This design comes from an exercise in tuning for small area, a short achievable clock period and few clock cycles on the open sky130 flow, not from production work.
The RTL was checked by simulation tests, not by an equivalence proof against the original design.
Power is estimated from default activity; no workload was simulated.

==> flow/design.v (excerpt) <==
module upc_decoder (
    input  wire        clk,
    input  wire        rst,         
    input  wire [2:0]  cmd,
    output wire        done,        
    output wire        ok,          
    output reg  [2:0]  err,         
    output reg  [9:0]  len,         
    output wire [9:0]  bw,          
    output wire        rev,         
    output wire [9:0]  e_win,       
    output wire [9:0]  e_bw,        
    output wire [2:0]  gfail,       
    output reg  [1:0]  e_which,     
    output reg         e_side,      
    output reg  [6:0]  e_val,       
    output reg  [47:0] dig,         
    output reg  [7:0]  csum         
);
    localparam LIFO_N = 16;
    wire [1:0] op = cmd[2:1];
    reg idle, busy, done_r, ok_r;
    assign done = done_r;
    assign ok   = ok_r;
    wire acc_clear = (op == 2'b01) && (idle || done_r);
    wire acc_push  = (op == 2'b10) && idle && !len[9];
    wire acc_start = (op == 2'b11) && idle;
    reg push_q, pix_q, start_q, init_q;
    wire fin;                       
    wire fin_ok;                    
    always @(posedge clk) begin
        if (rst) begin
            idle   <= 1'b1;
            busy   <= 1'b0;
  ...
==> flow/config.mk <==
export PLATFORM = sky130hd
export DESIGN_NAME = upc_decoder
export DESIGN_NICKNAME = upc_decoder
export VERILOG_FILES = /design/flow/design.v
export SDC_FILE = /design/flow/constraint.sdc
export NUM_CORES = 4
export LEC_CHECK = 0
export CAP_MARGIN = 20
export CORE_MARGIN = 2
export CORE_UTILIZATION = 40
export SLEW_MARGIN = 20
==> flow/constraint.sdc <==
create_clock -name core_clock -period 11.0 [get_ports {clk}]
set_input_delay 2.2000 -clock core_clock [delete_from_list [all_inputs] [get_ports {clk}]]
set_output_delay 2.2000 -clock core_clock [all_outputs]
set_load 0.01 [all_outputs]
run.sh (not shown) runs the stock make flow with config.mk's settings and CLKGATE_MAP_FILE= SYNTH_SCRIPT=/design/flow/synth_recipe.tcl, a recipe that flattens the netlist after the stock synthesis.
The baseline went through all stages and came out clean.
Testbench counts at the start, summed over its fixed seeds: cycles 47,400.
==> next run, changes <==
==> flow/flow/run.sh (new file) <==
#!/bin/bash
# Standard layout (the standard.sh: the standard synthesis and ORFS flow),
# with the port buffers as buf_2 cells and repair_timing asked for more setup
# margin than the clock period needs. The constraints are the design's.
set -euo pipefail
bash standard.sh \
  "SETUP_SLACK_MARGIN=7" \
  "BUFFER_PORTS_ARGS=-buffer_cell sky130_fd_sc_hd__buf_2" \
  finish > make_finish.log 2>&1
==> flow/standard.sh (new file) <==
#!/bin/bash
# synth_recipe.tcl (not shown) runs the flow's synth.tcl, then flattens the netlist and writes it again
# the make line also repeats each setting of config.mk as NAME=value (left out here)
make -C /OpenROAD-flow-scripts/flow DESIGN_CONFIG=/design/flow/config.mk WORK_HOME=/design/flow/orfs CLKGATE_MAP_FILE= SYNTH_SCRIPT=/design/flow/synth_recipe.tcl "${@:-finish}"
removed: flow/run.sh
What happened:
- The changed run produced a clean layout
- sequential power is about the same
- hold slack is about the same
- sequential cell count is unchanged
- fmax rose by 30%
- design area is about the same
- via count went up by 0.89%
- total power rose by 1.6%
- worst setup slack gets better by 1.2 ns
- sequential share of layout area stays flat


upc_decoder, a different RTL version from the one above (not shown whole).
Size in the first run: roughly 2100 cells after synthesis, about 120 I/O pins, ~29000 µm² of cells after synthesis.
==> flow/config.mk <==
export PLATFORM = sky130hd
export DESIGN_NAME = upc_decoder
export DESIGN_NICKNAME = upc_decoder
export VERILOG_FILES = /design/flow/design.v
export SDC_FILE = /design/flow/constraint.sdc
export NUM_CORES = 4
export LEC_CHECK = 0
export CAP_MARGIN = 20
export CORE_MARGIN = 2
export CORE_UTILIZATION = 40
export SLEW_MARGIN = 20
==> flow/constraint.sdc <==
create_clock -name core_clock -period 11.0 [get_ports {clk}]
set_input_delay 2.2000 -clock core_clock [delete_from_list [all_inputs] [get_ports {clk}]]
set_output_delay 2.2000 -clock core_clock [all_outputs]
set_load 0.01 [all_outputs]
standard.sh (not shown) runs the stock make flow with config.mk's settings and CLKGATE_MAP_FILE= SYNTH_SCRIPT=/design/flow/synth_recipe.tcl, a recipe that flattens the netlist after the stock synthesis.
==> flow/flow/run.sh <==
#!/bin/bash
# Standard layout (the standard.sh: the standard synthesis and ORFS flow),
# with the port buffers as buf_2 cells and repair_timing asked for more setup
# margin than the clock period needs. The constraints are the design's.
set -euo pipefail
bash standard.sh \
  "SETUP_SLACK_MARGIN=8" \
  "BUFFER_PORTS_ARGS=-buffer_cell sky130_fd_sc_hd__buf_2" \
  finish > make_finish.log 2>&1
Testbench counts at the start, summed over its fixed seeds: cycles 47,240.
Rerun with:
--- a/flow/flow/run.sh
+++ b/flow/flow/run.sh
@@ -7 +7 @@
-  "SETUP_SLACK_MARGIN=8" \
+  "SETUP_SLACK_MARGIN=7.5" \
What happened: The new run completed without violations; die area stays the same; final cell count decreases by a few percent; routed wire length decreases by roughly a tenth; setup slack gets worse by 0.010 ns; register-to-register slack gets worse by 0.03 ns; final area decreases by a little under a tenth; utilization decreases by 4.6 points; power increases slightly.
Rerun with:
CTS_BUF_LIST = sky130_fd_sc_hd__clkbuf_8   (was unset)
CTS_CLUSTER_SIZE = 30   (was unset)
Wire length climbs by 3.5%.
Global-route usage climbs by 0.56 points.
Register-to-register slack is worse by 0.02 ns.
Combinational power rises by 17%.
Cell count rose by 4.8%.
Setup slack loses 0.081 ns.
Rerun with:
--- a/flow/flow/run.sh
+++ b/flow/flow/run.sh
@@ -7 +7 @@
-  "SETUP_SLACK_MARGIN=7.5" \
+  "SETUP_SLACK_MARGIN=9" \
CTS_BUF_LIST = unset   (was sky130_fd_sc_hd__clkbuf_8)
CTS_CLUSTER_SIZE = unset   (was 30)
What happened: Sequential power hardly moves. Count of clock-buffer cells in the layout falls by 24. Setup slack is better by 0.11 ns. Via count increases by 5.5%. Wire length grows by 11%. Power grows by 6.0%.


Another version of the RTL of upc_decoder (not shown whole).
Size: about 720 flip-flops, roughly 0.028 sq mm of cells after synthesis.
Settings: LEC_CHECK=0, CAP_MARGIN=20, CORE_MARGIN=2, CORE_UTILIZATION=40, SLEW_MARGIN=20; clock period 11.0 ns.
==> flow/flow/run.sh <==
#!/bin/bash
# Standard layout (the standard.sh: the standard synthesis and ORFS flow),
# with the port buffers as buf_2 cells and repair_timing asked for more setup
# margin than the clock period needs. The constraints are the design's.
set -euo pipefail
bash standard.sh \
  "SETUP_SLACK_MARGIN=7.7" \
  "BUFFER_PORTS_ARGS=-buffer_cell sky130_fd_sc_hd__buf_2" \
  finish > make_finish.log 2>&1
The starting point finished with timing, DRC and antenna clean.
Testbench counts at the start, summed over its fixed seeds: cycles 47,240.
Change:
==> flow/flow/run.sh (replaced) <==
#!/bin/bash
# Standard layout (the standard.sh: the standard synthesis and ORFS flow),
# with the port buffers as buf_2 cells, repair_timing asked for more setup
# margin than the clock period needs, and no dummy loads in the clock tree.
# The constraints are the design's.
set -euo pipefail
bash standard.sh \
  "SETUP_SLACK_MARGIN=7.5" \
  "BUFFER_PORTS_ARGS=-buffer_cell sky130_fd_sc_hd__buf_2" \
  "CTS_ARGS=-sink_clustering_enable -repair_clock_nets -dont_use_dummy_load" \
  finish > make_finish.log 2>&1
--- a/flow/config.mk
+++ b/flow/config.mk
@@ -8,4 +8,5 @@
 export CAP_MARGIN = 20
 export CORE_MARGIN = 2
-export CORE_UTILIZATION = 40
+export CORE_UTILIZATION = 65
+export PLACE_DENSITY = 0.8
 export SLEW_MARGIN = 20
Outcome: The changed run ran to the end with no violations; first-iteration DRC count goes up by 57%; via count came out lower by 1.4%; non-clock buffer count falls by 81; count of clock-buffer cells in the layout came out lower by 31; power shrinks by 8.6%; critical path depth stays the same; worst hold slack improved by 11 ps; die area fell by 38%; worst setup slack gets worse by 110 ps; final cell count decreases by 15%; synthesized cell count does not change.
Change:
==> flow/flow/run.sh (replaced) <==
#!/bin/bash
# Standard layout (the standard.sh: the standard synthesis and ORFS flow),
# with the port buffers as buf_2 cells and repair_timing asked for more setup
# margin than the clock period needs. The constraints are the design's.
set -euo pipefail
bash standard.sh \
  "SETUP_SLACK_MARGIN=7.7" \
  "BUFFER_PORTS_ARGS=-buffer_cell sky130_fd_sc_hd__buf_2" \
  finish > make_finish.log 2>&1
Utilization is higher by 5.0 points.
Count of clock-buffer cells in the layout is higher by 17.
Die area is unchanged.
Via count is higher by a few percent.
Total power is higher by roughly a tenth.
Cell count is higher by a few percent.
Change:
==> flow/flow/run.sh (replaced) <==
#!/bin/bash
# Standard layout (the standard.sh: the standard synthesis and ORFS flow),
# with the port buffers as buf_2 cells, repair_timing asked for more setup
# margin than the clock period needs, and no dummy loads in the clock tree.
# The constraints are the design's.
set -euo pipefail
bash standard.sh \
  "SETUP_SLACK_MARGIN=7.6" \
  "BUFFER_PORTS_ARGS=-buffer_cell sky130_fd_sc_hd__buf_2" \
  "CTS_ARGS=-sink_clustering_enable -repair_clock_nets -dont_use_dummy_load" \
  finish > make_finish.log 2>&1
Cell count went down by a few percent.
Clock skew went up by 26 ps.
Wire length went down by roughly a tenth.
Area after synthesis is unchanged.
Fmax went down slightly.
Core utilization went down by 4.3 points.
Hold slack got worse by 15 ps.
Die area is unchanged.
Via count went down by a few percent.

==> what the ideal ports hide <==
No port has a modelled driver above. Below, the same layouts with a new extraction and two added sets of constraints. Step 1, drivers: a clkbuf_16 drives clk and a buf_2 each remaining input, both assumed. Step 2, shift: input delay + t, output delay - t, t = (earliest + latest rising clock arrival at the registers) / 2. This alone moves slack from input paths to output paths. a / b / c = ideal / step 1 / step 2; a / b = the first two.
| run | t, ns | setup slack, ns | worst setup path at the end |
|---|---|---|---|
| the first run of note 1 | 0.674 | 5.884 / 5.884 / 5.884 | register to register |
| the second run of note 1 | 0.661 | 7.067 / 7.067 / 6.835 | input to register |
| the first run of note 2 | 0.673 | 7.550 / 7.486 / 7.437 | input to register |
| the second run of note 2 | 0.665 | 7.539 / 7.474 / 7.075 | input to register |
| the third run of note 2 | 0.784 | 7.458 / 7.401 / 7.067 | input to register |
| the fourth run of note 2 | 0.688 | 7.567 / 7.500 / 7.497 | input to register |
| the first run of note 3 | 0.669 | 7.654 / 7.590 / 7.355 | input to register |
| the second run of note 3 | 0.632 | 7.543 / 7.484 / 7.176 | input to register |
| the third run of note 3 | 0.677 | 7.648 / 7.584 / 7.390 | input to register |
| the fourth run of note 3 | 0.638 | 7.627 / 7.561 / 7.137 | input to register |
After both steps setup and hold are still met in every run listed. For the fourth run of note 3, which loses most, drivers alone change the setup slack by -0.066 ns; drivers and shift together by -0.490 ns.
